This design comes from an exercise in tuning for small area, a short achievable clock period and few clock cycles on the open sky130 flow, not from production work. The RTL was checked by simulation tests, not by an equivalence proof against the original design. Power is estimated from default activity; no workload was simulated.

==> flow/run.sh <==
#!/bin/bash
# synth_recipe.tcl (not shown) runs the flow's synth.tcl, then flattens the netlist and writes it again
# the make line also repeats each setting of config.mk as NAME=value (left out here)
make -C /OpenROAD-flow-scripts/flow DESIGN_CONFIG=/design/flow/config.mk WORK_HOME=/design/flow/orfs CLKGATE_MAP_FILE= SYNTH_SCRIPT=/design/flow/synth_recipe.tcl finish
==> flow/config.mk <==
export PLATFORM = sky130hd
export DESIGN_NAME = aurora_core
export DESIGN_NICKNAME = aurora_core
export VERILOG_FILES = /design/flow/design.v
export SDC_FILE = /design/flow/constraint.sdc
export NUM_CORES = 4
export LEC_CHECK = 0
export CAP_MARGIN = 20
export CORE_MARGIN = 2
export CORE_UTILIZATION = 35
export CTS_BUF_LIST = sky130_fd_sc_hd__clkbuf_8
export PLACE_DENSITY = 0.6
export SETUP_SLACK_MARGIN = 4.5
export SLEW_MARGIN = 20
export SYNTH_HIERARCHICAL = 1
==> flow/constraint.sdc <==
create_clock -name core_clock -period 9.0 [get_ports {clk}]
set_input_delay 1.8000 -clock core_clock [delete_from_list [all_inputs] [get_ports {clk}]]
set_output_delay 1.8000 -clock core_clock [all_outputs]
set_load 0.01 [all_outputs]
==> flow/design.v <==
module aurora_core (
    input  wire        clk,
    input  wire        rst,           
    output reg         mem_valid,
    output reg         mem_we,
    output reg         mem_wsize,     
    output reg  [26:0] mem_addr,
    output wire [31:0] mem_wdata,
    input  wire        mem_ready,
    input  wire [15:0] mem_rdata,
    output wire        halted,
    output wire [1:0]  fault_kind,
    output wire [31:0] fault_info,
    output wire [31:0] fault_pc,
    output wire [31:0] pc_out,
    output wire [31:0] psw_out,
    output wire [31:0] cycles_out,
    input  wire [4:0]  dbg_idx,
    output wire [31:0] dbg_rdata
);
    localparam [5:0] OP_SUB   = 6'b000010;
    localparam [5:0] OP_JMP   = 6'b000110;
    localparam [5:0] OP_MOV   = 6'b010000;
    localparam [5:0] OP_MOVEA = 6'b101000;
    localparam [5:0] OP_MOVHI = 6'b101111;
    localparam [5:0] OP_STB   = 6'b110100;
    localparam [5:0] OP_OUTW  = 6'b111111;
    localparam [1:0] F_DECODE   = 2'd0;
    localparam [1:0] F_UNMAP_RD = 2'd1;
    localparam [1:0] F_UNMAP_WR = 2'd2;
    localparam [1:0] F_RO_WR    = 2'd3;
    localparam [3:0] P_F = 4'b0001;
    localparam [3:0] P_X = 4'b0010;
    localparam [3:0] P_W = 4'b0100;
    localparam [3:0] P_H = 4'b1000;
    localparam [31:0] RESET_VECTOR = 32'hFFFFFFF0;
    function is_rom;
        input [26:0] a;
        is_rom = (a[26:24] == 3'b111);               
    endfunction
    function is_rw;
        input [26:0] a;
        is_rw = (a[26:16] == 11'h500);               
    endfunction
    function [6:0] decode;
        input [5:0] op;
        decode = {op == OP_OUTW, op == OP_STB, op == OP_MOVHI, op == OP_MOVEA,
                  op == OP_MOV, op == OP_JMP, op == OP_SUB};
    endfunction
    function [31:1] onehot;
        input [4:0] idx;
        integer k;
        for (k = 1; k < 32; k = k + 1)
            onehot[k] = (idx == k);
    endfunction
    reg [31:0] regs [1:31];
    reg [31:0] pc;             
    reg        flag_z, flag_s, flag_ov, flag_cy;
    reg [31:0] cycles;
    reg [3:0]  ph;
    reg        hlt;
    reg [15:0] ir;
    reg [6:0]  ird;            
    reg [31:0] opr;            
    reg        opr_ok;         
    reg [4:0]  ridx_q;         
    reg [31:0] rd_q;           
    reg [1:0]  fkind;
    reg [1:0]  foff;           
    reg [31:0] fpc;            
    reg        e_we;           
    reg [4:0]  e_dst;
    reg        e_mov;          
    reg        e_sub;          
    wire [5:0] opcode = ir[15:10];
    wire [4:0] reg1   = ir[4:0];
    wire [4:0] reg2   = ir[9:5];
    wire op_sub   = ird[0];
    wire op_jmp   = ird[1];
    wire op_mov   = ird[2];
    wire op_movea = ird[3];
    wire op_movhi = ird[4];
    wire op_stb   = ird[5];
    wire op_outw  = ird[6];
    wire op_long  = op_movea | op_movhi | op_stb | op_outw;
    wire op_store = op_stb | op_outw;
    wire op_valid = op_sub | op_mov | op_long | op_jmp;
    wire in_f = ph[0];
    wire in_x = ph[1];
    wire in_w = ph[2];
    wire in_h = ph[3];
    wire [31:0] imm5_sx = {{27{ir[4]}}, ir[4:0]};
    wire       f_jmp = (mem_rdata[15:10] == OP_JMP);
    wire [31:0] e_b      = e_sub ? ~opr : opr;
    wire [32:0] e_full   = {1'b0, rd_q} + {1'b0, e_b} + {32'd0, e_sub};
    wire [31:0] e_res    = e_mov ? rd_q : e_full[31:0];
    wire        rd_fetch = in_f | (in_x & op_mov);
    wire        rd_early = rd_fetch | in_h;
    wire [4:0]  rd_eidx  = in_h ? dbg_idx : mem_rdata[4:0];
    wire [4:0]  rd_idx   = ({5{rd_fetch}} & mem_rdata[4:0]) |
                           ({5{in_h}} & dbg_idx) |
                           ({5{!rd_early}} & ridx_q);
    wire [31:0] rp;
    wire [991:0] regs_flat;
    genvar gr;
    generate
        for (gr = 1; gr < 32; gr = gr + 1) begin : g_flat
            assign regs_flat[(gr-1)*32 +: 32] = regs[gr];
        end
    endgenerate
    aurora_rf_read u_rd (.r(regs_flat), .sel(onehot(rd_idx)), .rp(rp));
    wire        fwd_x  = in_x & op_mov & (reg2 == rd_eidx) & (reg2 != 5'd0);
    wire        fwd_e  = e_we & (e_dst == rd_idx);
    assign dbg_rdata = rd_q;
    assign mem_wdata = rd_q;
    wire [31:0] ea      = opr + {{16{mem_rdata[15]}}, mem_rdata};
    wire [26:0] st_addr = op_outw ? {opr[26:2], 2'b00} : opr[26:0];
    wire        st_rw   = is_rw(st_addr);
    wire [26:0] fetch_addr = {pc[26:1], 1'b0};
    wire        fetch_ok   = is_rom(fetch_addr) | is_rw(fetch_addr);
    wire [31:0] pc_dec  = pc - {29'd0, foff, 1'b0};
    always @(posedge clk)
        fpc <= pc_dec;
    wire x_stall = (op_sub | op_store) & !opr_ok;
    wire x_go    = op_valid & !x_stall;
    wire x_fetch = x_go & (op_mov | op_sub | op_long);
    always @(*) begin
        mem_valid = 1'b0;
        mem_we    = 1'b0;
        mem_wsize = 1'b0;
        mem_addr  = fetch_addr;
        if (in_f)
            mem_valid = fetch_ok;
        if (in_x)
            mem_valid = fetch_ok & x_fetch;
        if (in_w) begin
            mem_valid = st_rw;
            mem_we    = 1'b1;
            mem_wsize = op_outw;
            mem_addr  = st_addr;
        end
    end
    wire [31:0] wr_d   = rst ? 32'd0 : e_res;
    wire [31:1] wr_sel = onehot(e_dst);
    genvar gi;
    generate
        for (gi = 1; gi < 32; gi = gi + 1) begin : g_reg
            always @(posedge clk)
                if (rst | (e_we & wr_sel[gi]))
                    regs[gi] <= wr_d;
        end
    endgenerate
    reg        rsel_en;
    reg  [4:0] rsel_idx;
    always @(*) begin
        rsel_en  = 1'b0;
        rsel_idx = mem_rdata[9:5];
        if (in_f)
            rsel_en = 1'b1;
        if (in_x) begin
            if (x_stall | op_long) begin
                rsel_en  = 1'b1;
                rsel_idx = reg2;
            end else if (op_mov | op_sub) begin
                rsel_en  = 1'b1;
                rsel_idx = op_mov ? mem_rdata[9:5] : mem_rdata[4:0];
            end
        end
    end
    always @(posedge clk)
        if (rsel_en)
            ridx_q <= rsel_idx;
    always @(posedge clk) begin
        if (rst) begin
            e_we    <= 1'b0;
            e_sub   <= 1'b0;
            flag_z  <= 1'b0;
            flag_s  <= 1'b0;
            flag_ov <= 1'b0;
            flag_cy <= 1'b0;
        end else begin
            if (e_sub) begin
                flag_z  <= (e_res == 32'd0);
                flag_s  <= e_res[31];
                flag_ov <= (rd_q[31] ^ opr[31]) & (rd_q[31] ^ e_res[31]);
                flag_cy <= ~e_full[32];
            end
            e_dst <= reg2;
            e_mov <= op_mov;
            if (in_x & x_go & (op_mov | op_sub)) begin
                e_we  <= (reg2 != 5'd0);
                e_sub <= op_sub;
            end else if (in_x & x_go & (op_movea | op_movhi) & fetch_ok & mem_ready) begin
                e_we  <= (reg2 != 5'd0);
                e_sub <= 1'b0;
            end else begin
                e_we  <= 1'b0;
                e_sub <= 1'b0;
            end
        end
    end
    wire        fwd      = fwd_x | fwd_e;
    wire [31:0] rv_alt   = fwd_x ? imm5_sx : e_res;
    wire        f_take   = fetch_ok & mem_ready;
    wire        b_dec    = in_x & !op_valid;
    wire        b_stall  = in_x & x_stall;
    wire        b_jmp    = in_x & op_jmp;
    wire        b_ms     = in_x & (op_mov | (op_sub & !x_stall));
    wire        b_long   = in_x & op_long & !x_stall;
    wire [31:0] immx     = op_movhi ? {mem_rdata, 16'h0000} :
                                      {{16{mem_rdata[15]}}, mem_rdata};
    wire        opr_rv   = !rst & ((in_f & f_take & !f_jmp) | b_stall |
                                   (b_ms & op_mov & f_take) |
                                   (b_long & fetch_ok & !mem_ready & !opr_ok));
    wire [31:0] opr_oth  = (!rst & b_dec) ? {16'h0000, ir} :
                           (!rst & b_long & f_take) ? (op_store ? ea : immx) : opr;
    wire        rdq_rv   = !rst & ((b_ms & op_sub) |
                                   (b_long & f_take & (op_store | !opr_ok)) | in_h);
    wire [31:0] rdq_oth  = (!rst & b_ms & op_mov) ? imm5_sx :
                           (!rst & b_long & f_take & !op_store) ? opr : rd_q;
    wire        pc_rv    = !rst & ((in_f & f_take & f_jmp) | (b_jmp & !opr_ok));
    wire [31:0] pc_oth   = rst ? RESET_VECTOR :
                           ((in_f & f_take & !f_jmp) | ((b_ms | b_long) & f_take)) ? pc + 32'd2 :
                           (b_jmp & opr_ok) ? opr :
                           (in_h & !hlt & (fkind == F_DECODE)) ? pc_dec : pc;
    always @(posedge clk) begin
        opr  <= (opr_rv & !fwd) ? rp : opr_rv ? rv_alt : opr_oth;
        rd_q <= (rdq_rv & !fwd) ? rp : rdq_rv ? rv_alt : rdq_oth;
        pc   <= (pc_rv & !fwd) ? rp : pc_rv ? rv_alt : pc_oth;
    end
    always @(posedge clk) begin
        if (rst) begin
            ph      <= P_F;
            hlt     <= 1'b0;
            cycles  <= 32'd0;
        end else begin
            case (1'b1)
                in_f: begin
                    if (!fetch_ok) begin
                        fkind <= F_UNMAP_RD;
                        foff  <= 2'd0;
                        ph    <= P_H;
                    end else if (mem_ready) begin
                        if (f_jmp) begin
                            cycles <= cycles + 32'd3;
                        end else begin
                            ir     <= mem_rdata;
                            ird    <= decode(mem_rdata[15:10]);
                            opr_ok <= 1'b1;
                            ph     <= P_X;
                        end
                    end
                end
                in_x: begin
                    if (!op_valid) begin
                        fkind <= F_DECODE;
                        foff  <= 2'd1;
                        ph    <= P_H;
                    end else if (x_stall) begin
                        opr_ok <= 1'b1;
                    end else if (op_jmp) begin
                        cycles <= cycles + 32'd3;
                        ph     <= P_F;
                    end else if (op_mov | op_sub) begin
                        cycles <= cycles + 32'd1;
                        if (!fetch_ok) begin
                            fkind <= F_UNMAP_RD;
                            foff  <= 2'd0;
                            ph    <= P_H;
                        end else if (mem_ready) begin
                            ir     <= mem_rdata;
                            ird    <= decode(mem_rdata[15:10]);
                            opr_ok <= op_mov;
                        end else begin
                            ph <= P_F;
                        end
                    end else begin
                        if (!fetch_ok) begin
                            fkind <= F_UNMAP_RD;
                            foff  <= 2'd1;
                            ph    <= P_H;
                        end else if (mem_ready) begin
                            if (op_store) begin
                                ph   <= P_W;
                            end else begin
                                cycles <= cycles + 32'd1;
                                ph     <= P_F;
                            end
                        end else if (!opr_ok) begin
                            opr_ok <= 1'b1;
                        end
                    end
                end
                in_w: begin
                    if (!st_rw) begin
                        fkind <= is_rom(st_addr) ? F_RO_WR : F_UNMAP_WR;
                        foff  <= 2'd2;
                        ph    <= P_H;
                    end else if (mem_ready) begin
                        cycles <= cycles + 32'd1;
                        ph     <= P_F;
                    end
                end
                default: begin
                    hlt  <= 1'b1;
                    if (!hlt && fkind == F_DECODE) begin
                        foff <= 2'd0;
                    end
                end
            endcase
        end
    end
    assign halted     = hlt;
    assign fault_kind = fkind;
    assign fault_info = (fkind == F_UNMAP_RD) ? pc : opr;
    assign fault_pc   = fpc;
    assign pc_out     = pc;
    assign cycles_out = cycles;
    assign psw_out = {16'h0000, 1'b1, 11'b0, flag_cy, flag_ov, flag_s, flag_z};
endmodule
module aurora_rf_read (
    input  wire [991:0] r,
    input  wire [31:1]  sel,
    output reg  [31:0]  rp
);
    integer i;
    always @(*) begin
        rp = 32'd0;
        for (i = 1; i < 32; i = i + 1)
            rp = rp | (r[(i-1)*32 +: 32] & {32{sel[i]}});
    end
endmodule
==> impl_metrics.tcl, run 1 <==
set metrics [dict create \
    status "no timing/DRC/antenna violations" \
    drc_errors 0 \
    clk_pin_slew_ns 0.07 \
    fp.coreArea_mm2 0.151 \
    grt_first_pass_wirelength_um 262000 \
    synth_seq_area_share_pct 66.4 \
    synthFlopType "edfxtp_1" \
    ioPinCount 281 \
    drtIter0Drc 4933 \
    numCtsBuffers 194 \
    syn_avg_cell_area_um2 13.5 \
    synth-async-reset-ratio_pct 0 \
    start_kind "flip-flop" \
    first_global_vias 36100 \
    slew_headroom_pct 25.3 \
    ys_ff_latch 1202 \
    cts.htree.levels 4 \
    vias 38400 \
    arrival_ns 2.74 \
    crit_path_frequent_cell "buf_6" \
    wirelength_um 189000 \
    postRouteAntennaNets 0 \
    grt_max_degree 65 \
    tns_ns 0 \
    vdd.ir_drop.worst_v 0.000186 \
    yosys_warnings 9 \
    cap_violations 0 \
    vias_per_cell 5.90 \
    worst_slew_pin_slew_ns 1.12 \
    die_h_um 394 \
    max_stage_delay_ns 0.45 \
    cp_top_family "simple AND/OR/NAND/NOR gates" \
    fin_cells 6508 \
    setup_slack_ns 4.46 \
    cts.sinks 1202 \
    end_kind "primary output" \
    drtPass1Iterations 9 \
    die_x_um 394 \
    hold_class "flip-flop to flip-flop" \
    layout-area-overhead-vs-synth_pct 19.8 \
    die_area_mm2 0.155 \
    fmax_ghz 0.220 \
    finalPower_mw 13.7 \
    port_buffers 252 \
    clkLatencyLatePin_ns 0.96 \
    period_needed_ns 4.54 \
    nets 4426 \
    hold_viol 0 \
    clock_path_buffers 3 \
    hpwl_um 120000 \
    rsz0062_at_grt "yes" \
    synth_edf_count 1127 \
    netlist_instances 3952 \
    root_buffer "clkbuf_8" \
    period_share_pct 50.5 \
    crit_chain "or3_4 > o41ai_4 > buf_6 > and2_4 > a31o_4 > buf_6" \
    synthDistinctLibCells 95 \
    place_congestion 0.959 \
    dpl_worst_slack_ns 2.42 \
    crit_buf_inv 2 \
    fin_skew_ns 0.0704 \
    antenna_found_initial 12 \
    slowest_stage "edfxtp_1" \
    crit_fanout 2 \
    postCtsHoldBufs 0 \
    power_density_mw_per_mm2 215 \
    num_rows 143 \
    avgRoutedWirePerCell_um 29.0 \
    critPathKind "flip-flop to primary output" \
    syn_area_mm2 0.0532 \
    slew_viol_final 0 \
    cellLeakagePower_nw 22.7 \
    overflow 0 \
    critPathRequiredTime_ns 7.20 \
    track_usage_pct 23.1 \
    cts_tree "done" \
    drive_gt1_share_pct 17.8 \
    setup_viol 0 \
    start_util_pct 35.1 \
    dp.cells 6077 \
]
## cell usage in the layout, fill, tap and decap left out, types with 27 or more instances in the layout
| cell | n |
|---|---|
| ha_1 | 68 |
| nand2_1 | 200 |
| a211oi_1 | 28 |
| conb_1 | 28 |
| nor2_1 | 181 |
| nor3_1 | 37 |
| a21o_1 | 48 |
| dlygate4sd2_1 | 31 |
| a221oi_2 | 33 |
| xor2_1 | 103 |
| mux2i_1 | 36 |
| clkbuf_8 | 198 |
| o211ai_1 | 43 |
| a21oi_1 | 181 |
| a22o_1 | 32 |
| or4_1 | 29 |
| clkdlybuf4s50_1 | 207 |
| nor2_2 | 40 |
| a22oi_1 | 386 |
| o21ai_1 | 43 |
| dfxtp_1 | 72 |
| and3_1 | 27 |
| mux2_2 | 59 |
| a222oi_1 | 32 |
| clkinv_1 | 34 |
| inv_1 | 103 |
| edfxtp_1 | 1127 |
| nand4_1 | 95 |
| nand3_1 | 114 |
| o21ai_0 | 103 |
| xnor2_1 | 51 |
| buf_4 | 170 |
## Yosys stat by module, one instance, submodules excluded
| module | cells inside | flip-flops and latches | area, um2 |
|---|---|---|---|
| aurora_rf_read | 733 | 0 | 5330 |
| aurora_core | 3219 | 1202 | 47900 |
## tightest hold or removal path, stage by stage, from the launching register on
cell	delay, ns
dfxtp_1	0.31
nand2_1	0.06
a21oi_1	0.06
## final timing paths
path           start   endpoint  slack, ns  cells past startpoint
max reg2reg   ird[2]     opr[5]       4.58                     16
max           pc[21]  mem_valid       4.46                      6
min          flag_cy    flag_cy       0.48                      2
min reg2reg  flag_cy    flag_cy       0.48                      2
## metrics by stage
stage	hold slack [ns]	util (%)	cell area, um2
5_1_grt	0.522	42.1	63700
4_1_cts	0.485	41.5	62900
3_5_place_dp	0.476	38.6	58400
3_3_place_gp	0.460	38.5	58300
2_1_floorplan	0.366	-	53400
6_report	0.483	42.1	63700
## area by class of cell
cell class	instances	area, um2
diodes	4	10.0
flip-flops and latches	1202	35300
fillers	13900	87700
clock inverters	142	966
multi-input cells	2423	17400
well taps	2030	2540
repair buffers	466	4520
inverters	43	163
clock buffers	198	2730
## cells in the mapped netlist, types with 18 or more instances
cell type | count | area (um2)
nand2b_1 | 18 | 113
mux2i_1 | 42 | 420
mux2_2 | 59 | 664
and2_1 | 28 | 175
o21ai_0 | 113 | 566
a31oi_1 | 19 | 119
o21ai_1 | 49 | 245
edfxtp_1 | 1127 | 33800
a22o_1 | 32 | 280
nand2_1 | 219 | 822
or3_1 | 22 | 138
a21oi_1 | 191 | 956
buf_4 | 69 | 518
clkbuf_1 | 205 | 769
a222oi_1 | 32 | 320
nor2_1 | 240 | 901
dfxtp_1 | 75 | 1500
inv_1 | 42 | 158
a22oi_1 | 390 | 2930
and3_1 | 27 | 169
a221oi_2 | 35 | 526
xnor2_1 | 51 | 447
xor2_1 | 103 | 902
nor3_1 | 38 | 190
a21o_1 | 50 | 375
ha_1 | 69 | 863
a211oi_1 | 32 | 240
nand3_1 | 125 | 626
or4_1 | 41 | 308
nand4_1 | 95 | 594
o211ai_1 | 43 | 323
## sequential cells by signal, indices dropped and copies added, names as in the netlist, 7 cells and up
signal and cells:
ir 16, rd_q 32, regs 992, ird 7, cycles 32, opr 32, pc 32, fpc 32
## logic make-up after synthesis
logic type / synth area share [%]
xor+xnor: 2.54
buf+inv: 3.17
flops: 66.4
other cells: 0.0141
simple gates: 8.74
compound gates: 15.3
fa+ha+maj: 1.75
mux: 2.04
## layer usage
| metal | global-route usage [%] | part of all wire (%) |
|---|---|---|
| met1 | 31.6 | 41 |
| met3 | 5.65 | 11 |
| met4 | 8.71 | 3.7 |
| met2 | 35.4 | 45 |
| met5 | 0 | 0.014 |
## power by group
group | internal, mW | switching [mW] | leakage [nW]
sequential | 6.70 | 0.238 | 11.9
combinational | 0.728 | 1.44 | 8.61
clock | 2.28 | 2.28 | 2.11
total | 9.71 | 3.96 | 22.7
## what timing repair did
| action | CTS | global route |
|---|---|---|
| pin swaps | 19 | 25 |
| resized for setup | 148 | 89 |
| cloned | 2 | 7 |
| endpoints found under the setup margin | 466 | 261 |
| setup buffers | 44 | 33 |
Testbench counts, summed over its fixed seeds: cycles 57,737.
==> inputs of run 2 (changes only) <==
==> flow/flow/run.sh (new file) <==
#!/bin/bash
# The standard layout (the standard.sh: standard synthesis, then ORFS to
# finish), with the port buffers made from sky130_fd_sc_hd__buf_1 instead of
# the slow delay buffer buffer_ports picks by default. Every input and output
# port still gets its own buffer. Each step's full output goes to a log here.
set -euo pipefail
export BUFFER_PORTS_ARGS="-buffer_cell sky130_fd_sc_hd__buf_1"
bash standard.sh synth > synth.log 2>&1
bash standard.sh > layout.log 2>&1
==> flow/standard.sh (new file) <==
#!/bin/bash
# synth_recipe.tcl (not shown) runs the flow's synth.tcl, then flattens the netlist and writes it again
# the make line also repeats each setting of config.mk as NAME=value (left out here)
make -C /OpenROAD-flow-scripts/flow DESIGN_CONFIG=/design/flow/config.mk WORK_HOME=/design/flow/orfs CLKGATE_MAP_FILE= SYNTH_SCRIPT=/design/flow/synth_recipe.tcl "${@:-finish}"
--- a/flow/config.mk
+++ b/flow/config.mk
@@ -9,6 +9,8 @@
 export CORE_MARGIN = 2
 export CORE_UTILIZATION = 35
 export CTS_BUF_LIST = sky130_fd_sc_hd__clkbuf_8
+export CTS_CLUSTER_DIAMETER = 60
+export CTS_CLUSTER_SIZE = 14
 export PLACE_DENSITY = 0.6
 export SETUP_SLACK_MARGIN = 4.5
 export SLEW_MARGIN = 20
removed: flow/run.sh
==> run 2 against run 1 <==
Still clean on timing, DRC and antenna. Sequential share of layout area grew 3.1 points. Synthesized area is the same. Maximum frequency grew 0.78%. Clock power shrank about 30%. Critical path type unchanged. Largest cell class unchanged.
==> impl_metrics.tcl, run 2 <==
set metrics [dict create \
    power_density_mw_per_mm2 202 \
    vdd.ir_drop.worst_v 0.000125 \
    numCtsBuffers 109 \
    yosys_warnings 9 \
    drtPass1Iterations 9 \
    arrival_ns 2.71 \
    power.internal_mw 8.57 \
    slew_viol_final 0 \
    grt_first_pass_wirelength_um 259000 \
    cap_violations 0 \
    hp-start "flag_ov" \
    hold_viol 0 \
    combPwrFrac_pct 17.1 \
    fmax_ghz 0.222 \
    fp.coreArea_mm2 0.151 \
    synthDistinctLibCells 95 \
    die_area_mm2 0.155 \
    cts_tree "done" \
    slew_headroom_pct 24.4 \
    period_share_pct 50.1 \
    wirelength_um 186000 \
    critPathKind "flip-flop to primary output" \
    root_buffer "clkbuf_8" \
    most-common-layout-cells "1,127 x edfxtp_1, 381 x a22oi_1, 245 x buf_1" \
    postCtsHoldBufs 0 \
    p_seq_share_pct 56.7 \
    track_usage_pct 22.8 \
    netlist_instances 3952 \
    slowest_stage "edfxtp_1" \
    port_buffers 252 \
    vias_per_cell 5.98 \
    synth_area_leader_cell "edfxtp_1" \
    synth_seq_area_share_pct 66.4 \
    first_global_vias 34900 \
    synth_common_cells "1,127 x edfxtp_1, 390 x a22oi_1, 240 x nor2_1" \
    clk_pin_slew_ns 0.10 \
    synth-async-reset-ratio_pct 0 \
    clock_power_share_pct 26.2 \
    drtIter0Drc 5464 \
    setup_slack_ns 4.49 \
    nets 4329 \
    finalPower_mw 12.2 \
    yosys.cell_count.top_type "edfxtp_1" \
    fin_area_mm2 0.0604 \
    clock_path_buffers 3 \
    num_rows 143 \
    end_kind "primary output" \
    postRouteAntennaNets 0 \
    ioPinCount 281 \
    power.switching_mw 3.64 \
    synthFlopType "edfxtp_1" \
    post_dp_cell_area_mm2 0.0568 \
    synth_edf_count 1127 \
    crit_path_frequent_cell "buf_6" \
    critPathRequiredTime_ns 7.20 \
    largest_register_ffs 992 \
    layout-area-overhead-vs-synth_pct 13.5 \
    vias 37800 \
    tns_ns 0 \
    start_util_pct 35.1 \
    die_h_um 394 \
    fin_skew_ns 0.0633 \
    swShare_pct 29.8 \
    drive_gt1_share_pct 15.5 \
    multiInputGateArea_mm2 0.0175 \
    grt_max_degree 65 \
    antenna_found_initial 6 \
    cp-startpoint "pc[20]" \
    status "no timing/DRC/antenna violations" \
    hold_class "flip-flop to flip-flop" \
    final_common_cell "edfxtp_1" \
    cts.htree.levels 3 \
    die_x_um 394 \
    final.fill_count 14200 \
    drc_errors 0 \
    avgRoutedWirePerCell_um 29.4 \
    overflow 0 \
    ys_ff_latch 1202 \
    rr_startpoint "ird[2]" \
    syn_avg_cell_area_um2 13.5 \
    setup_viol 0 \
    top_register "regs" \
    period_needed_ns 4.51 \
    place_congestion 0.958 \
    cts.sinks 1202 \
    clkLatencyLatePin_ns 0.89 \
    max_stage_delay_ns 0.49 \
    synth_area_leaders "edfxtp_1 64%, a22oi_1 5.5%, dfxtp_1 2.8%" \
    crit_chain "or3_4 > o41ai_4 > buf_6 > and2_4 > a31o_4 > buf_6" \
    crit_fanout 2 \
    dpl_worst_slack_ns 2.66 \
    syn_area_mm2 0.0532 \
    cellLeakagePower_nw 20.7 \
    start_kind "flip-flop" \
    worst_slew_pin_slew_ns 1.13 \
    regArea_mm2 0.0353 \
    synth_top_area_share_pct 63.6 \
    hpwl_um 118000 \
    rsz0062_at_grt "yes" \
]
-- run 2: changes by cell type in the layout (fill, tap and decap cells not counted), sizes merged, moves of 5 or more --
cell	previous run	this run
dlygate4sd2	31	0
clkbuf	210	117
bufinv	7	2
buf	209	442
clkinv	63	14
clkdlybuf4s50	207	0
inv	112	75
dlymetal6s2s	7	0
nor2	242	247
-- run 2: power groups by stage --
stage | logic [mW] | registers [mW] | clock network (mW)
finish | 2.09 | 6.92 | 3.20
global route | 2.19 | 6.95 | 3.41
CTS | 1.95 | 6.91 | 3.24
detailed placement | 1.84 | 7.05 | 0
global placement | 1.83 | 7.03 | 0
floorplan | 1.07 | 6.96 | 0
-- run 2: through the flow --
stage / util [%] / std cells / hold slack (ns)
floorplan: - / 3978 / 0.366
global placement: 37.5 / 6065 / 0.461
detailed placement: 37.5 / 6066 / 0.462
CTS: 39.2 / 6266 / 0.476
global route: 39.9 / 6317 / 0.486
finish: 39.9 / 6318 / 0.471
-- run 2: final cells by class --
class | instances | area share (%)
diodes | 3 | 0.0124
clock buffers | 111 | 2.53
clock inverters | 52 | 0.759
inverters | 43 | 0.269
multi-input cells | 2429 | 29.0
flip-flops and latches | 1202 | 58.6
well taps | 2030 | 4.21
repair buffers | 448 | 4.65
-- run 2: kinds of logic (layout without fill, tap and decap cells) --
| family | count (synthesis) | count (layout) | synth area share (%) |
|---|---|---|---|
| flip-flops | 1202 | 1202 | 66.4 |
| AO/OA/AOI/OAI | 1133 | 1133 | 15.3 |
| AND/OR/NAND/NOR | 932 | 940 | 8.74 |
| buffers and inverters | 355 | 654 | 3.17 |
| XOR/XNOR | 154 | 154 | 2.54 |
| multiplexers | 101 | 101 | 2.04 |
| adder cells (fa/ha/maj) | 73 | 73 | 1.75 |
| other | 2 | 31 | 0.0141 |
-- run 2: modules after synthesis (local to each module, per instance) --
module / cells inside / cell area (um2) / flops+latches
aurora_rf_read: 733 / 5330 / 0
aurora_core: 3219 / 47900 / 1202
-- run 2: critical path: cells and delay by family (launching register included) --
kind                   cells  cell delay, ns
and+or+nand+nor            2            0.61
DFF                        1            0.49
buffers and inverters      2            0.28
AOI/OAI and AO/OA          2            0.44
-- run 2: path summary, 6_finish.rpt --
path	endpoint	slack (ns)	cells past startpoint
max	mem_valid	4.49	6
min	flag_ov	0.47	2
max reg2reg	pc[15]	4.56	15
min reg2reg	flag_ov	0.47	2
-- run 2: layer usage --
metal  part of all wire [%]  global-route usage (%)
met4                    3.3                    8.46
met2                     45                    35.3
met5                  0.019                       0
met3                     10                    3.86
met1                     41                    32.3
-- run 2: what timing repair did --
action                                  4_1_cts  5_1_grt
setup buffers                                32       41
gates cloned                                  5        7
endpoints found under the setup margin      470      368
resized for setup                            73       96
pin swaps                                    17       38
==> inputs of run 3 (changes only) <==
--- a/flow/config.mk
+++ b/flow/config.mk
@@ -12,6 +12,6 @@
 export CTS_CLUSTER_DIAMETER = 60
 export CTS_CLUSTER_SIZE = 14
 export PLACE_DENSITY = 0.6
-export SETUP_SLACK_MARGIN = 4.5
+export SETUP_SLACK_MARGIN = 4.0
 export SLEW_MARGIN = 20
 export SYNTH_HIERARCHICAL = 1
==> run 3 against run 2 <==
Die area is the same. Clock skew decreased by 0.0097 ns. Synthesized area is the same. Via count decreased by 2.2%. Cell count fell by 1.0%. Flip-flop and latch count is the same. Critical path depth increased by 8. Sequential share of layout area up 1.2 points. Largest cell class unchanged. Power fell by 0.85%.
==> impl_metrics.tcl, run 3 <==
set metrics [dict create \
    status "no timing/DRC/antenna violations" \
    netlist_instances 3952 \
    end_kind "flip-flop" \
    hpwl_um 117000 \
    worst_slew_pin_slew_ns 1.14 \
    fin_skew_ns 0.0537 \
    overflow 0 \
    drtPass1Iterations 8 \
    avgRoutedWirePerCell_um 28.6 \
    multiInputGateArea_mm2 0.0170 \
    synthFlopType "edfxtp_1" \
    synth_area_leaders "edfxtp_1 64%, a22oi_1 5.5%, dfxtp_1 2.8%" \
    cts.htree.levels 3 \
    syn_avg_cell_area_um2 13.5 \
    root_buffer "clkbuf_8" \
    drc_errors 0 \
    final.fill_count 14300 \
    period_share_pct 55.2 \
    clk_pin_slew_ns 0.09 \
    postRouteAntennaNets 0 \
    postCtsHoldBufs 0 \
    ys_ff_latch 1202 \
    vias 37000 \
    port_buffers 252 \
    ioPinCount 281 \
    num_rows 143 \
    nets 4266 \
    die_area_mm2 0.155 \
    swShare_pct 29.6 \
    drive_gt1_share_pct 13.0 \
    synthDistinctLibCells 95 \
    numCtsBuffers 108 \
    die_x_um 394 \
    power_density_mw_per_mm2 205 \
    synth_common_cells "1,127 x edfxtp_1, 390 x a22oi_1, 240 x nor2_1" \
    vias_per_cell 5.91 \
    place_congestion 0.939 \
    fmax_ghz 0.201 \
    first_global_vias 34700 \
    combPwrFrac_pct 16.0 \
    yosys.cell_count.top_type "edfxtp_1" \
    start_kind "input pin" \
    power.switching_mw 3.59 \
    clock_power_share_pct 26.8 \
    rsz0062_at_grt "yes" \
    crit_fanout 32 \
    synth_edf_count 1127 \
    r2r_slack_ns 4.18 \
    cellLeakagePower_nw 20.2 \
    slew_headroom_pct 24.2 \
    most-common-layout-cells "1,127 x edfxtp_1, 390 x a22oi_1, 250 x buf_1" \
    fp.coreArea_mm2 0.151 \
    start_util_pct 35.1 \
    power.internal_mw 8.52 \
    critPathRequiredTime_ns 9.59 \
    cap_violations 0 \
    slew_viol_final 0 \
    synth_seq_area_share_pct 66.4 \
    final_common_cell "edfxtp_1" \
    wirelength_um 179000 \
    hold_class "flip-flop to flip-flop" \
    largest_register_ffs 992 \
    cts.sinks 1202 \
    syn_area_mm2 0.0532 \
    regArea_mm2 0.0353 \
    hold-worst-slack_ns 0.471 \
    clock_path_buffers 3 \
    drtIter0Drc 4913 \
    layout-area-overhead-vs-synth_pct 11.1 \
    p_seq_share_pct 57.2 \
    cts_tree "done" \
    grt_first_pass_wirelength_um 255000 \
    tns_ns 0 \
    hold_viol 0 \
    die_h_um 394 \
    setup_viol 0 \
    vdd.ir_drop.worst_v 0.000129 \
    synth_top_area_share_pct 63.6 \
    period_needed_ns 4.97 \
    synth-async-reset-ratio_pct 0 \
    synth_area_leader_cell "edfxtp_1" \
    clkLatencyLatePin_ns 0.90 \
    antenna_found_initial 8 \
    grt_max_degree 65 \
    arrival_ns 5.56 \
    critPathKind "input pin to flip-flop" \
    yosys_warnings 9 \
    track_usage_pct 22.4 \
    top_register "regs" \
]
-- run 3: final cells by class --
| type | instances | share of cell area, % |
|---|---|---|
| clock buffer | 110 | 2.56 |
| inverter | 43 | 0.275 |
| antenna | 3 | 0.0127 |
| sequential | 1202 | 59.8 |
| tap | 2030 | 4.30 |
| multi-input combinational | 2421 | 28.7 |
| clock inverter | 52 | 0.847 |
| timing repair buffer | 394 | 3.47 |
-- run 3: power by group through the flow --
stage,logic (mW),clock network [mW],registers [mW]
global placement,1.85,0,7.03
CTS,1.89,3.30,6.92
global route,2.04,3.49,6.96
finish,1.94,3.25,6.92
floorplan,1.06,0,6.96
detailed placement,1.87,0,7.04
-- run 3: final timing paths --
| check | from | endpoint | cells past startpoint |
|---|---|---|---|
| setup reg to reg | ird[2] | pc[6] | 13 |
| hold / removal | flag_cy | flag_cy | 2 |
| hold reg to reg | flag_cy | flag_cy | 2 |
| setup / recovery | mem_rdata[0] | pc[6] | 14 |
-- run 3: routing by layer --
layer | track usage (%) | part of all wire [%]
met5 | 0 | 0.015
met4 | 9.30 | 4.0
met3 | 4.13 | 9.9
met2 | 34.1 | 45
met1 | 31.4 | 41
-- run 3: through the flow --
stage          setup WS, ns  util, %  instance area, um2  cells  power, mW
2_1_floorplan          4.15        -               53300   3978       8.02
3_3_place_gp           2.81     37.5               56700   6071       8.88
3_5_place_dp           2.79     37.5               56700   6071       8.91
4_1_cts                4.03     38.9               58800   6236       12.1
5_1_grt                3.95     39.0               59100   6253       12.5
6_report               4.03     39.1               59100   6255       12.1
-- run 3: logic make-up after synthesis --
logic type | count (synthesis) | synth area share (%)
compound gates | 1133 | 15.3
fa+ha+maj | 73 | 1.75
buf+inv | 355 | 3.17
mux | 101 | 2.04
flops | 1202 | 66.4
simple gates | 932 | 8.74
xor+xnor | 154 | 2.54
other cells | 2 | 0.0141
-- run 3: Yosys stat by module, one instance, submodules excluded --
module	copies in the design	flip-flops and latches	cells
aurora_core	1	1202	3219
aurora_rf_read	1	0	733
-- run 3: critical path, cell delays in order --
cell and delay, ns:
buf_1 0.25, a221oi_4 0.65, nor2_1 0.13, nand2_1 0.21, nor2_2 0.06, buf_4 0.27
a22o_1 0.26, a221oi_2 0.26, nand3_2 0.21, or4_1 0.67, a21oi_1 0.22, o21ai_1 0.25
nor2_1 0.21, o21ai_1 0.07
-- run 3: what timing repair did --
| item | 4_1_cts | 5_1_grt |
|---|---|---|
| pin swaps | 1 | 6 |
| hold endpoints to repair | 0 | 0 |
| gates resized for setup | 16 | 24 |
| endpoints found under the setup margin | 230 | 154 |
| setup buffers | 3 | 15 |
==> inputs of run 4 (changes only) <==
--- a/flow/config.mk
+++ b/flow/config.mk
@@ -12,6 +12,6 @@
 export CTS_CLUSTER_DIAMETER = 60
 export CTS_CLUSTER_SIZE = 14
 export PLACE_DENSITY = 0.6
-export SETUP_SLACK_MARGIN = 4.0
+export SETUP_SLACK_MARGIN = 5.0
 export SLEW_MARGIN = 20
 export SYNTH_HIERARCHICAL = 1
==> run 4 against run 3 <==
Die area did not move. Synthesized cell count did not move. Cell area up 7.8%. Core utilization is 3.1 points higher. Combinational power grew 28%.
==> impl_metrics.tcl, run 4 <==
set metrics [dict create \
    track_usage_pct 23.5 \
    drtIter0Drc 4878 \
    synth-async-reset-ratio_pct 0 \
    synth_area_leader_cell "edfxtp_1" \
    antenna_found_initial 3 \
    die_h_um 394 \
    power_density_mw_per_mm2 196 \
    fin_skew_ns 0.0506 \
    drive_gt1_share_pct 23.0 \
    grt_max_degree 65 \
    cts.htree.levels 3 \
    multiInputGateArea_mm2 0.0187 \
    r2r_slack_ns 4.77 \
    netlist_instances 3952 \
    fmax_ghz 0.226 \
    vdd.ir_drop.worst_v 0.000143 \
    postCtsHoldBufs 0 \
    end_kind "primary output" \
    cts_tree "done" \
    syn_avg_cell_area_um2 13.5 \
    final.fill_count 13800 \
    critPathRequiredTime_ns 7.20 \
    crit_fanout 2 \
    fp.coreArea_mm2 0.151 \
    period_needed_ns 4.43 \
    wirelength_um 190000 \
    critPathKind "flip-flop to primary output" \
    cts.sinks 1202 \
    ioPinCount 281 \
    yosys.cell_count.top_type "edfxtp_1" \
    vias 38400 \
    slew_headroom_pct 28.5 \
    reg2reg_to "pc[25]" \
    hold_viol 0 \
    synth_edf_count 1127 \
    root_buffer "clkbuf_8" \
    regArea_mm2 0.0353 \
    final_util_pct 42.1 \
    avgRoutedWirePerCell_um 29.5 \
    clock_path_buffers 3 \
    most-common-layout-cells "1,127 x edfxtp_1, 318 x a22oi_1, 211 x buf_1" \
    ys_ff_latch 1202 \
    synth_common_cells "1,127 x edfxtp_1, 390 x a22oi_1, 240 x nor2_1" \
    whs_endpoint "fpc[0]" \
    first_global_vias 36400 \
    yosys_warnings 9 \
    clk_pin_slew_ns 0.09 \
    num_rows 143 \
    nets 4470 \
    arrival_ns 2.63 \
    die_area_mm2 0.155 \
    synthFlopType "edfxtp_1" \
    reg2regPathDepth 18 \
    synth_top_area_share_pct 63.6 \
    layout-area-overhead-vs-synth_pct 19.8 \
    period_share_pct 49.2 \
    grt_first_pass_wirelength_um 268000 \
    start_kind "flip-flop" \
    hold_class "flip-flop to flip-flop" \
    min_path_cells 0 \
    vias_per_cell 5.96 \
    rsz0062_at_grt "yes" \
    syn_area_mm2 0.0532 \
    synth_area_leaders "edfxtp_1 64%, a22oi_1 5.5%, dfxtp_1 2.8%" \
    cellLeakagePower_nw 22.0 \
    postRouteAntennaNets 0 \
    slew_viol_final 0 \
    dp.cells 6071 \
    setup_viol 0 \
    clkLatencyLatePin_ns 0.86 \
    overflow 0 \
    numCtsBuffers 108 \
    drc_errors 0 \
    largest_register_ffs 992 \
    place_congestion 1.02 \
    drtPass1Iterations 8 \
    die_x_um 394 \
    port_buffers 252 \
    synthDistinctLibCells 95 \
    hp-start "pc[0]" \
    rr_startpoint "ph[1]" \
    hpwl_um 114000 \
    tns_ns 0 \
    cap_violations 0 \
    final_common_cell "edfxtp_1" \
    status "no timing/DRC/antenna violations" \
    start_util_pct 35.1 \
    synth_seq_area_share_pct 66.4 \
    top_register "regs" \
    worst_slew_pin_slew_ns 1.07 \
    fin_cells 6447 \
]
[run 4: cell counts after synthesis]
Identical to the previous run, type by type.
[run 4: logic make-up (layout without fill, tap and decap cells)]
kind of cell | count (synthesis) | in the layout | share of synthesized area [%]
flops | 1202 | 1202 | 66.4
other cells | 2 | 29 | 0.0141
simple gates | 932 | 945 | 8.74
xor+xnor | 154 | 154 | 2.54
buf+inv | 355 | 780 | 3.17
mux | 101 | 101 | 2.04
compound gates | 1133 | 1133 | 15.3
fa+ha+maj | 73 | 73 | 1.75
[run 4: routing by layer]
layer	global-route usage [%]	share of wire, %
met1	29.6	38
met4	12.8	5.9
met5	0	0.0074
met3	3.72	8.4
met2	38.9	48
[run 4: worst max path at each step]
stage,startpoint,end,slack (ns)
final,opr[22],mem_valid,4.57
after global routing,ird[6],mem_valid,4.49
after CTS,opr[20],mem_valid,4.44
after detailed placement,mem_rdata[0],opr[6],3.30
after global placement,mem_rdata[0],opr[6],3.32
after floorplan,dbg_idx[2],opr[28],4.43
[run 4: timing repair]
action                                  in CTS  in global routing
endpoints found under the setup margin     665                399
pin swaps                                  193                180
gates cloned                                37                  3
buffers inserted                           130                 53
resized for setup                          426                192
[run 4: power breakdown]
group	switching (mW)	internal [mW]	total, mW
Combinational	1.59	0.893	2.48
Sequential	0.224	6.69	6.91
Clock	1.92	1.19	3.12
Total	3.74	8.78	12.5
[run 4: Yosys stat by module, one instance, submodules excluded]
| module | area [um2] | copies in the design | flip-flops and latches | cells inside |
|---|---|---|---|---|
| aurora_rf_read | 5330 | 1 | 0 | 733 |
| aurora_core | 47900 | 1 | 1202 | 3219 |
[run 4: area by class of cell]
class	instances	share of cell area, %
Clock inverter	41	0.556
Antenna cell	1	0.00393
Clock buffer	111	2.40
Tap cell	2030	3.99
Sequential cell	1202	55.5
Timing Repair Buffer	585	7.91
Inverter	43	0.261
Multi-Input combinational cell	2434	29.4
[run 4: critical path, stage by stage (launching register included)]
cell	delay, ns
edfxtp_1	0.50
nor4_2	0.26
nand4_1	0.15
or4_4	0.53
nor2_4	0.13
a31o_4	0.10
buf_6	0.10
[run 4: through the flow]
stage / power (mW) / worst slack, ns / instance area [um2] / hold slack, ns
after global routing: 12.9 / 4.49 / 63700 / 0.461
after detailed placement: 8.89 / 3.30 / 56900 / 0.421
final: 12.5 / 4.57 / 63700 / 0.454
after floorplan: 8.06 / 4.43 / 53700 / 0.366
after global placement: 8.86 / 3.32 / 56900 / 0.423
after CTS: 12.4 / 4.44 / 62500 / 0.445
==> inputs of run 5 (changes only) <==
--- a/flow/config.mk
+++ b/flow/config.mk
@@ -8,10 +8,10 @@
 export CAP_MARGIN = 20
 export CORE_MARGIN = 2
 export CORE_UTILIZATION = 35
-export CTS_BUF_LIST = sky130_fd_sc_hd__clkbuf_8
-export CTS_CLUSTER_DIAMETER = 60
-export CTS_CLUSTER_SIZE = 14
+export CTS_BUF_LIST = sky130_fd_sc_hd__clkbuf_16
+export CTS_CLUSTER_DIAMETER = 80
+export CTS_CLUSTER_SIZE = 20
 export PLACE_DENSITY = 0.6
-export SETUP_SLACK_MARGIN = 5.0
+export SETUP_SLACK_MARGIN = 4.5
 export SLEW_MARGIN = 20
 export SYNTH_HIERARCHICAL = 1
==> run 5 against run 4 <==
Still clean. First-iteration DRC count is 13% higher. Worst setup slack worse by 0.12 ns. Cell area is 3.7% lower. Critical path type is now input pin to flip-flop. Largest cell class unchanged. Largest power group unchanged.
==> impl_metrics.tcl, run 5 <==
set metrics [dict create \
    drtIter0Drc 5519 \
    port_buffers 252 \
    reg2regPathDepth 14 \
    synthDistinctLibCells 95 \
    antenna_cells 0 \
    regArea_mm2 0.0353 \
    vias_per_cell 6.00 \
    final.fill_count 14000 \
    setup_viol 0 \
    reg2reg_to "flag_z" \
    start_util_pct 35.1 \
    grt_max_degree 65 \
    fin_skew_ns 0.0417 \
    most-common-layout-cells "1,127 x edfxtp_1, 376 x a22oi_1, 244 x buf_1" \
    die_x_um 394 \
    netlist_instances 3952 \
    min_path_cells 2 \
    period_needed_ns 4.54 \
    wirelength_um 188000 \
    place_congestion 0.958 \
    clk_pin_slew_ns 0.09 \
    antenna_found_initial 4 \
    cap_violations 0 \
    hold_viol 0 \
    cts.htree.levels 3 \
    drive_gt1_share_pct 16.4 \
    whs_endpoint "flag_ov" \
    overflow 0 \
    die_area_mm2 0.155 \
    first_global_vias 34700 \
    yosys_warnings 9 \
    synth_seq_area_share_pct 66.4 \
    rsz0062_at_grt "yes" \
    synth_area_leader_cell "edfxtp_1" \
    cts_tree "done" \
    avgRoutedWirePerCell_um 29.8 \
    synth_edf_count 1127 \
    tns_ns 0 \
    p_seq_share_pct 55.1 \
    root_buffer "clkbuf_16" \
    multiInputGateArea_mm2 0.0177 \
    slew_viol_final 0 \
    end_kind "flip-flop" \
    syn_area_mm2 0.0532 \
    cellLeakagePower_nw 21.1 \
    nets 4334 \
    vdd.ir_drop.worst_v 0.000133 \
    clock_power_share_pct 27.4 \
    fp.coreArea_mm2 0.151 \
    yosys.cell_count.top_type "edfxtp_1" \
    hp-start "flag_ov" \
    cts.sinks 1202 \
    drtPass1Iterations 7 \
    crit_chain "buf_1 > and2_1 > a221oi_4 > buf_12 > nand2b_4 > buf_4 > nor2_2 > a22oi_2 > nand4_1 > or4_4 > a31oi_1 > o31a_1 > a21oi_1 > or2_1" \
    vias 37800 \
    slew_headroom_pct 19.5 \
    power.switching_mw 3.63 \
    clock_path_buffers 3 \
    power.internal_mw 8.95 \
    num_rows 143 \
    status "no timing/DRC/antenna violations" \
    swShare_pct 28.8 \
    crit_fanout 7 \
    ys_ff_latch 1202 \
    numCtsBuffers 74 \
    synth_area_leaders "edfxtp_1 64%, a22oi_1 5.5%, dfxtp_1 2.8%" \
    track_usage_pct 22.8 \
    slowest_stage "or4_4" \
    r2r_slack_ns 4.47 \
    rr_startpoint "e_sub" \
    synth_common_cells "1,127 x edfxtp_1, 390 x a22oi_1, 240 x nor2_1" \
    die_h_um 394 \
    synth-async-reset-ratio_pct 0 \
    ioPinCount 281 \
    worst_slew_pin_slew_ns 1.21 \
    synthFlopType "edfxtp_1" \
    fin_area_mm2 0.0614 \
    start_kind "input pin" \
    combPwrFrac_pct 17.6 \
    period_share_pct 50.5 \
    post_dp_cell_area_mm2 0.0568 \
    grt_first_pass_wirelength_um 259000 \
    top_register "regs" \
    fmax_ghz 0.220 \
    postCtsHoldBufs 0 \
    postRouteAntennaNets 0 \
    power_density_mw_per_mm2 205 \
    syn_avg_cell_area_um2 13.5 \
    largest_register_ffs 992 \
    hpwl_um 118000 \
    critPathKind "input pin to flip-flop" \
    layout-area-overhead-vs-synth_pct 15.4 \
    drc_errors 0 \
    final_common_cell "edfxtp_1" \
    synth_top_area_share_pct 63.6 \
    arrival_ns 4.98 \
    clkLatencyLatePin_ns 0.70 \
    critPathRequiredTime_ns 9.44 \
    max_stage_delay_ns 0.61 \
    hold_class "flip-flop to flip-flop" \
]
-- run 5: stage by stage --
stage | std cells | worst slack, ns | total power [mW] | util (%) | hold slack (ns)
detailed placement | 6066 | 2.66 | 8.89 | 37.5 | 0.462
finish | 6300 | 4.46 | 12.6 | 40.6 | 0.473
CTS | 6224 | 4.44 | 12.4 | 39.5 | 0.476
global route | 6300 | 4.36 | 12.9 | 40.6 | 0.485
floorplan | 3978 | 4.51 | 8.02 | - | 0.366
global placement | 6065 | 2.67 | 8.86 | 37.5 | 0.461
-- run 5: how the worst max path moves through the flow --
stage / from / end / slack, ns
5_1_grt: dbg_idx[4] / pc[15] / 4.36
4_1_cts: mem_rdata[4] / pc[14] / 4.44
3_3_place_gp: mem_rdata[2] / pc[14] / 2.67
6_report: dbg_idx[4] / pc[15] / 4.46
2_1_floorplan: dbg_idx[4] / opr[28] / 4.51
3_5_place_dp: mem_rdata[2] / pc[19] / 2.66
-- run 5: worst max-delay path, delay by kind of cell --
| kind | cells | cell delay, ns |
|---|---|---|
| AO/OA/AOI/OAI | 5 | 0.99 |
| buffers and inverters | 3 | 0.48 |
| AND/OR/NAND/NOR | 6 | 1.70 |
-- run 5: per-module statistics from Yosys, one instance, submodules excluded --
| module | area (um2) | cells | copies in the design |
|---|---|---|---|
| aurora_rf_read | 5330 | 733 | 1 |
| aurora_core | 47900 | 3219 | 1 |
-- run 5: logic make-up (layout without fill, tap and decap cells) --
kind of cell,after synthesis,count (layout),share of synthesized area [%]
flip-flops,1202,1202,66.4
AO/OA/AOI/OAI,1133,1133,15.3
AND/OR/NAND/NOR,932,941,8.74
buffers and inverters,355,638,3.17
XOR/XNOR,154,154,2.54
multiplexers,101,101,2.04
adder cells (fa/ha/maj),73,73,1.75
other,2,28,0.0141
-- run 5: area by class of cell --
cell class	instances	share of cell area (%)
flip-flops and latches	1202	57.6
multi-input cells	2430	28.9
inverters	43	0.265
clock inverters	34	0.505
repair buffers	487	5.60
well taps	2030	4.14
clock buffers	74	3.02
-- run 5: per-layer routing --
metal	up-vias	wire length [um]	track usage (%)	share of wire [%]
met2	2109	85600	35.6	46
met4	6	6070	7.67	3.2
met5	-	34	0	0.018
met3	281	18700	4.01	9.9
li1	16100	-	-	-
met1	19300	77500	32.0	41
-- run 5: timing repair --
action,in CTS,in global routing
setup endpoints to repair,439,386
pin swaps,26,78
cloned,5,14
resized for setup,107,152
buffers inserted,45,61
-- run 5: power by group through the flow --
stage	registers, mW	clock network (mW)	logic (mW)
floorplan	6.96	0	1.07
global placement	7.03	0	1.83
detailed placement	7.05	0	1.84
CTS	6.91	3.47	1.98
global route	6.96	3.65	2.31
finish	6.92	3.44	2.21
==> inputs of run 6 (changes only) <==
--- a/flow/design.v
+++ b/flow/design.v
@@ -42,9 +42,12 @@
         input [26:0] a;
         is_rw = (a[26:16] == 11'h500);               
     endfunction
-    function [6:0] decode;
+    function [8:0] decode;
         input [5:0] op;
-        decode = {op == OP_OUTW, op == OP_STB, op == OP_MOVHI, op == OP_MOVEA,
+        decode = {op == OP_SUB || op == OP_STB || op == OP_OUTW,
+                  op == OP_SUB || op == OP_MOV || op == OP_MOVEA || op == OP_MOVHI ||
+                  op == OP_STB || op == OP_OUTW,
+                  op == OP_OUTW, op == OP_STB, op == OP_MOVHI, op == OP_MOVEA,
                   op == OP_MOV, op == OP_JMP, op == OP_SUB};
     endfunction
     function [31:1] onehot;
@@ -60,7 +63,7 @@
     reg [3:0]  ph;
     reg        hlt;
     reg [15:0] ir;
-    reg [6:0]  ird;            
+    reg [8:0]  ird;            
     reg [31:0] opr;            
     reg        opr_ok;         
     reg [4:0]  ridx_q;         
@@ -121,9 +124,9 @@
     wire [31:0] pc_dec  = pc - {29'd0, foff, 1'b0};
     always @(posedge clk)
         fpc <= pc_dec;
-    wire x_stall = (op_sub | op_store) & !opr_ok;
+    wire x_stall = ird[8] & !opr_ok;
     wire x_go    = op_valid & !x_stall;
-    wire x_fetch = x_go & (op_mov | op_sub | op_long);
+    wire x_fetch = ird[7] & !x_stall;
     always @(*) begin
         mem_valid = 1'b0;
         mem_we    = 1'b0;
==> flow/run.sh (new file) <==
#!/bin/bash
# synth_recipe.tcl (not shown) runs the flow's synth.tcl, then flattens the netlist and writes it again
# the make line also repeats each setting of config.mk as NAME=value (left out here)
make -C /OpenROAD-flow-scripts/flow DESIGN_CONFIG=/design/flow/config.mk WORK_HOME=/design/flow/orfs CLKGATE_MAP_FILE= SYNTH_SCRIPT=/design/flow/synth_recipe.tcl finish
--- a/flow/config.mk
+++ b/flow/config.mk
@@ -8,9 +8,7 @@
 export CAP_MARGIN = 20
 export CORE_MARGIN = 2
 export CORE_UTILIZATION = 35
-export CTS_BUF_LIST = sky130_fd_sc_hd__clkbuf_16
-export CTS_CLUSTER_DIAMETER = 80
-export CTS_CLUSTER_SIZE = 20
+export CTS_BUF_LIST = sky130_fd_sc_hd__clkbuf_8
 export PLACE_DENSITY = 0.6
 export SETUP_SLACK_MARGIN = 4.5
 export SLEW_MARGIN = 20
removed: flow/flow/run.sh
removed: flow/standard.sh
==> run 6 against run 5 <==
Count of clock-buffer cells in the layout increased by 123. Maximum frequency increased by 1.1%. Core utilization increased by 1.6 points. Non-clock buffer count decreased by 37. Critical path depth decreased by 1. Highest routed layer is now met4. Critical path type unchanged. Power increased by 22%. Die area increased by 0.71%.
==> impl_metrics.tcl, run 6 <==
set metrics [dict create \
    synth_edf_count 1129 \
    first_global_vias 36100 \
    fin_cells 6565 \
    synth_top_area_share_pct 63.3 \
    start_kind "input pin" \
    cap_violations 0 \
    status "no timing/DRC/antenna violations" \
    synthFlopType "edfxtp_1" \
    root_buffer "clkbuf_8" \
    cellLeakagePower_nw 22.4 \
    vias_per_cell 5.87 \
    critPathKind "input pin to flip-flop" \
    synthDistinctLibCells 96 \
    slew_viol_final 0 \
    ys_ff_latch 1204 \
    layout-area-overhead-vs-synth_pct 19.4 \
    synth_area_leader_cell "edfxtp_1" \
    yosys.cell_count.top_type "edfxtp_1" \
    nets 4470 \
    place_congestion 0.981 \
    netlist_instances 4016 \
    dp.cells 6121 \
    wirelength_um 185000 \
    postRouteAntennaNets 0 \
    cts.htree.levels 4 \
    grt_first_pass_wirelength_um 261000 \
    track_usage_pct 22.8 \
    vias 38600 \
    grt_max_degree 65 \
    num_rows 143 \
    synth_common_cells "1,129 x edfxtp_1, 394 x a22oi_1, 277 x nor2_1" \
    syn_area_mm2 0.0536 \
    critPathRequiredTime_ns 9.65 \
    worst_slew_pin_slew_ns 1.18 \
    setup_viol 0 \
    hold_class "flip-flop to flip-flop" \
    port_buffers 252 \
    fp.coreArea_mm2 0.152 \
    max_stage_delay_ns 0.51 \
    period_share_pct 49.9 \
    synth_area_leaders "edfxtp_1 63%, a22oi_1 5.5%, dfxtp_1 2.8%" \
    gr-usage-met2_pct 35.2 \
    drtPass1Iterations 9 \
    cp_top_family "compound AO/OA/AOI/OAI gates" \
    ioPinCount 281 \
    clk_pin_slew_ns 0.06 \
    avgRoutedWirePerCell_um 28.1 \
    fmax_ghz 0.223 \
    largest_register_ffs 992 \
    crit_fanout 14 \
    arrival_ns 5.14 \
    yosys_warnings 9 \
    overflow 0 \
    power_density_mw_per_mm2 239 \
    crit_buf_inv 2 \
    drive_gt1_share_pct 17.2 \
    cts.sinks 1204 \
    period_needed_ns 4.49 \
    clkLatencyLatePin_ns 0.94 \
    synth-async-reset-ratio_pct 0 \
    hpwl_um 119000 \
    antenna_found_initial 12 \
    grt.busiest_layer "met2" \
    cts_tree "done" \
    drtIter0Drc 4574 \
    met1_usage_pct 31.0 \
    tns_ns 0 \
    crit_chain "clkdlybuf4s50_1 > buf_4 > ha_1 > a21o_1 > a21o_1 > a21oi_1 > o22ai_1 > a211oi_2 > and2_1 > o21bai_1 > a2111oi_2 > a2111oi_2 > o22a_1" \
    vdd.ir_drop.worst_v 0.000159 \
    end_kind "flip-flop" \
    die_area_mm2 0.156 \
    hold_viol 0 \
    die_h_um 395 \
    die_x_um 395 \
    rsz0062_at_grt "yes" \
    fin_skew_ns 0.0493 \
    clock_path_buffers 3 \
    top_register "regs" \
    slowest_stage "a2111oi_2" \
    final_common_cell "edfxtp_1" \
    slew_headroom_pct 20.2 \
    numCtsBuffers 190 \
    grtUsageMet3_pct 4.51 \
    drc_errors 0 \
    synth_seq_area_share_pct 66.1 \
    start_util_pct 35.3 \
    most-common-layout-cells "1,129 x edfxtp_1, 382 x a22oi_1, 233 x clkdlybuf4s50_1" \
    syn_avg_cell_area_um2 13.3 \
]
run 6: changes by cell type after synthesis, sizes merged, moves of 10 or more:
cell	delta
xnor2	+32
o211ai	-18
xor2	-27
a211oi	+24
o21ai	-16
mux2i	-14
nand4	-10
nor2	+37
a31oi	+11
run 6: worst paths after layout:
kind	cells past startpoint	startpoint	slack, ns	end
setup / recovery	13	mem_rdata[11]	4.51	opr[26]
hold reg to reg	2	cycles[9]	0.50	cycles[9]
setup reg to reg	14	opr[0]	4.54	pc[28]
hold / removal	2	cycles[9]	0.50	cycles[9]
run 6: tightest hold or removal path, delay by kind of cell, from the launching register on:
kind               cells  cell delay (ns)
AOI/OAI and AO/OA      2             0.13
DFF                    1             0.32
run 6: cell families after synthesis:
kind of cell	share of synthesized area, %
AO/OA/AOI/OAI	15.5
XOR/XNOR	2.60
adder cells (fa/ha/maj)	1.74
buffers and inverters	3.09
flip-flops	66.1
multiplexers	1.89
other	0.0140
AND/OR/NAND/NOR	9.12
run 6: timing repair:
action / 4_1_cts / 5_1_grt
endpoints found under the hold margin: 0 / 0
gates resized for setup: 156 / 57
pin swaps: 32 / 29
setup endpoints to repair: 462 / 229
hold buffers: 0 / 0
buffers inserted: 59 / 23
cloned: 5 / 4
run 6: per-layer routing:
layer  routed length (um)  share of wire [%]  up-vias
met1                74900                 41    19400
met2                83900                 45     2163
met4                 8530                4.6        0
li1                     -                  -    16600
met3                17300                9.4      347
met5                    0                  0        -
run 6: final cells by class:
cell class / instances / area, um2
timing repair buffer: 450 / 4420
fill: 13900 / 87900
tap: 2030 / 2540
sequential: 1204 / 35400
clock buffer: 197 / 2710
multi-input combinational: 2489 / 17900
inverter: 39 / 153
clock inverter: 145 / 873
antenna: 11 / 27.5
run 6: Yosys stat by module, one instance, submodules excluded:
module          cells inside  cell area [um2]  copies in the design  flops+latches
aurora_core             3283            48300                     1           1204
aurora_rf_read           733             5330                     1              0
run 6: stage by stage:
| stage | utilization [%] | instance area, um2 | power [mW] | worst slack [ns] | hold WS [ns] |
|---|---|---|---|---|---|
| CTS | 41.8 | 63500 | 15.2 | 4.40 | 0.501 |
| global placement | 38.7 | 58700 | 10.5 | 2.53 | 0.482 |
| floorplan | - | 53800 | 9.09 | 4.33 | 0.367 |
| detailed placement | 38.7 | 58800 | 10.6 | 2.55 | 0.491 |
| finish | 42.1 | 64000 | 15.3 | 4.51 | 0.498 |
| global route | 42.1 | 64000 | 15.8 | 4.44 | 0.495 |
run 6: power breakdown:
part | internal, mW | leakage [nW] | switching (mW) | total (mW)
clock network | 2.23 | 2.05 | 2.26 | 4.49
registers | 7.07 | 12.0 | 0.354 | 7.43
logic | 1.15 | 8.32 | 2.22 | 3.37
total | 10.5 | 22.4 | 4.83 | 15.3
Testbench counts of run 6, summed over its fixed seeds: cycles 57,737.

[separate check: timing with driven ports]
The results above use ideal ports. As a check the final layouts listed here were re-extracted and re-timed, cells and wires unchanged.
Step 1 assumes that a clkbuf_16 drives the clock port and a buf_2 every other input.
Step 2 moves the port delays by t, midway between the first and last clock arrival at a register: inputs arrive t later, outputs are due t later. That takes back most of the time a late clock gives input paths.
Slacks: no drivers / after step 1 / after step 2; pairs: no drivers / after step 1.
run	t (ns)	slack for setup (ns)	clock arrival spread, ns
run 1	1.010	4.456 / 4.371 / 3.555	0.071 / 0.071
run 2	0.936	4.491 / 4.410 / 3.610	0.069 / 0.070
run 3	0.934	4.034 / 4.030 / 3.158	0.085 / 0.086
run 4	0.905	4.575 / 4.502 / 3.725	0.051 / 0.051
run 5	0.766	4.457 / 4.466 / 3.736	0.042 / 0.042
run 6	0.992	4.509 / 4.521 / 3.563	0.055 / 0.055
After both steps every run listed still meets setup and hold. For run 6, which loses most, drivers alone change the setup slack by +0.012 ns; drivers and shift together by -0.946 ns.
